Source: an optimization exercise on an open RTL-to-GDS flow (aim: small area, a short achievable clock period and few clock cycles per item). Production flows keep margins and buffers that such runs may drop. Function was checked by simulation only, so behaviour that the tests miss may differ from the original.

## sixel_color_conv
module sixel_color_conv (
    input  wire        clk,
    input  wire        rst,
    input  wire        in_valid,
    output wire        in_ready,
    input  wire        in_space,
    input  wire [8:0]  in_p0,
    input  wire [6:0]  in_p1,
    input  wire [6:0]  in_p2,
    output wire        out_valid,
    input  wire        out_ready,
    output wire [31:0] out_color
);
clock: 32.0 ns
lec_check: 0
abc_area: 1
cap_margin: 20
core_margin: 2
core_utilization: 70
cts_cluster_diameter: 100
cts_cluster_size: 22
slew_margin: 65
run.sh (not shown) runs the stock make flow with config.mk's settings and CLKGATE_MAP_FILE= SYNTH_SCRIPT=/design/flow/synth_recipe.tcl, a recipe that flattens the netlist after the stock synthesis.
The first run finished clean.
Testbench counts at the start, summed over its fixed seeds: cycles 16,040, items 16,000.
==> next run, changes <==
==> flow/flow/run.sh (new file) <==
#!/bin/bash
# The standard layout (the standard.sh, unchanged synthesis), with one
# change: the buffers ORFS puts on every input and output port are buf_2
# cells instead of the default pick. The make output goes to flow.log.
set -euo pipefail
bash standard.sh "BUFFER_PORTS_ARGS=-buffer_cell sky130_fd_sc_hd__buf_2" finish > flow.log 2>&1
==> flow/standard.sh (new file) <==
#!/bin/bash
# synth_recipe.tcl (not shown) runs the flow's synth.tcl, then flattens the netlist and writes it again
# the make line also repeats each setting of config.mk as NAME=value (left out here)
make -C /OpenROAD-flow-scripts/flow DESIGN_CONFIG=/design/flow/config.mk WORK_HOME=/design/flow/orfs CLKGATE_MAP_FILE= SYNTH_SCRIPT=/design/flow/synth_recipe.tcl "${@:-finish}"
--- a/flow/config.mk
+++ b/flow/config.mk
@@ -14 +14 @@
-export SLEW_MARGIN = 65
+export SLEW_MARGIN = 80
removed: flow/run.sh
Outcome:
- The new run produced a clean layout
- synthesized cell count does not change
- die area does not change
- wire length goes up by 3.7%
- register-to-register slack degrades by 130 ps
- via count goes up by 2.5%
- final cell count rose by 2.9%
- setup slack improves by 360 ps
- area after synthesis stays the same
- critical path depth does not change

---

## run A
Another version of the RTL of sixel_color_conv (not shown whole).
Size: roughly 2200 cells after synthesis, ~220 flip-flops, ~19000 um^2 of cells after synthesis.
==> flow/design.v (excerpt) <==
module sixel_color_conv (
    input  wire        clk,
    input  wire        rst,
    input  wire        in_valid,
    output wire        in_ready,
    input  wire        in_space,
    input  wire [8:0]  in_p0,
    input  wire [6:0]  in_p1,
    input  wire [6:0]  in_p2,
    output reg         out_valid,
    input  wire        out_ready,
    output wire [31:0] out_color
);
==> flow/config.mk <==
export PLATFORM = sky130hd
export DESIGN_NAME = sixel_color_conv
export DESIGN_NICKNAME = sixel_color_conv
export VERILOG_FILES = /design/flow/design.v
export SDC_FILE = /design/flow/constraint.sdc
export NUM_CORES = 4
export LEC_CHECK = 0
export ABC_AREA = 1
export CAP_MARGIN = 20
export CORE_MARGIN = 2
export CORE_UTILIZATION = 70
export CTS_BUF_LIST = sky130_fd_sc_hd__clkbuf_8
export SLEW_MARGIN = 20
==> flow/constraint.sdc <==
create_clock -name core_clock -period 32.0 [get_ports {clk}]
set_input_delay 6.4000 -clock core_clock [delete_from_list [all_inputs] [get_ports {clk}]]
set_output_delay 6.4000 -clock core_clock [all_outputs]
set_load 0.01 [all_outputs]
standard.sh (not shown) runs the stock make flow with config.mk's settings and CLKGATE_MAP_FILE= SYNTH_SCRIPT=/design/flow/synth_recipe.tcl, a recipe that flattens the netlist after the stock synthesis.
==> flow/flow/run.sh <==
#!/bin/bash
# The standard layout (the standard.sh, unchanged synthesis), with one
# change: the buffers ORFS puts on every input and output port are buf_2
# cells instead of the default pick. The make output goes to flow.log.
set -euo pipefail
bash standard.sh "BUFFER_PORTS_ARGS=-buffer_cell sky130_fd_sc_hd__buf_2" finish > flow.log 2>&1
Testbench counts of run A, summed over its fixed seeds: cycles 16,040, items 16,000.
--- input diff run A..run B ---
Settings: clearing CTS_BUF_LIST, which used to be sky130_fd_sc_hd__clkbuf_8; putting CTS_CLUSTER_SIZE at 22 where nothing was set; putting CTS_CLUSTER_DIAMETER at 100 where nothing was set.
==> flow/run.sh (new file) <==
#!/bin/bash
# synth_recipe.tcl (not shown) runs the flow's synth.tcl, then flattens the netlist and writes it again
# the make line also repeats each setting of config.mk as NAME=value (left out here)
make -C /OpenROAD-flow-scripts/flow DESIGN_CONFIG=/design/flow/config.mk WORK_HOME=/design/flow/orfs CLKGATE_MAP_FILE= SYNTH_SCRIPT=/design/flow/synth_recipe.tcl finish
removed: flow/flow/run.sh
removed: flow/standard.sh
Findings:
Run A → run B: via count down 1.3%, fraction of the cycle the final worst path needs up 1.8 points, global-route usage down 0.50 points. In terms of final design area excluding fillers, run B and run A differ only marginally. Run B vs. run A: worst setup slack went down, wire length went down 2.1%.

## what the ideal ports hide
The results above use ideal ports. As a check the final layouts listed here were re-extracted and re-timed, cells and wires unchanged. Step 1 (the two cells are an assumption about what drives the block):
set clk [get_ports {clk}]
set_driving_cell -lib_cell sky130_fd_sc_hd__clkbuf_16 $clk
set_driving_cell -lib_cell sky130_fd_sc_hd__buf_2 [delete_from_list [all_inputs] $clk]
Step 2 also shifts input and output timing later by t, the mid clock arrival at the registers, as if the neighbouring blocks saw the same clock. Three values: no drivers, after step 1, after step 2; two values: the first two.
| run | t, ns | slack for setup (ns) | worst slew at a driven data input, ns |
|---|---|---|---|
| the first run of note 1 | 0.526 | 24.227 / 24.175 / 23.847 | 0.04 |
| the second run of note 1 | 0.529 | 24.592 / 24.539 / 24.281 | 0.03 |
| run A | 0.576 | 24.523 / 24.474 / 24.059 | 0.03 |
| run B | 0.541 | 23.934 / 23.962 / 23.421 | 0.03 |
After both steps setup and hold are still met in every run listed. The setup slack of run B, which loses most, moves by +0.028 ns with the drivers and by -0.513 ns with both steps.
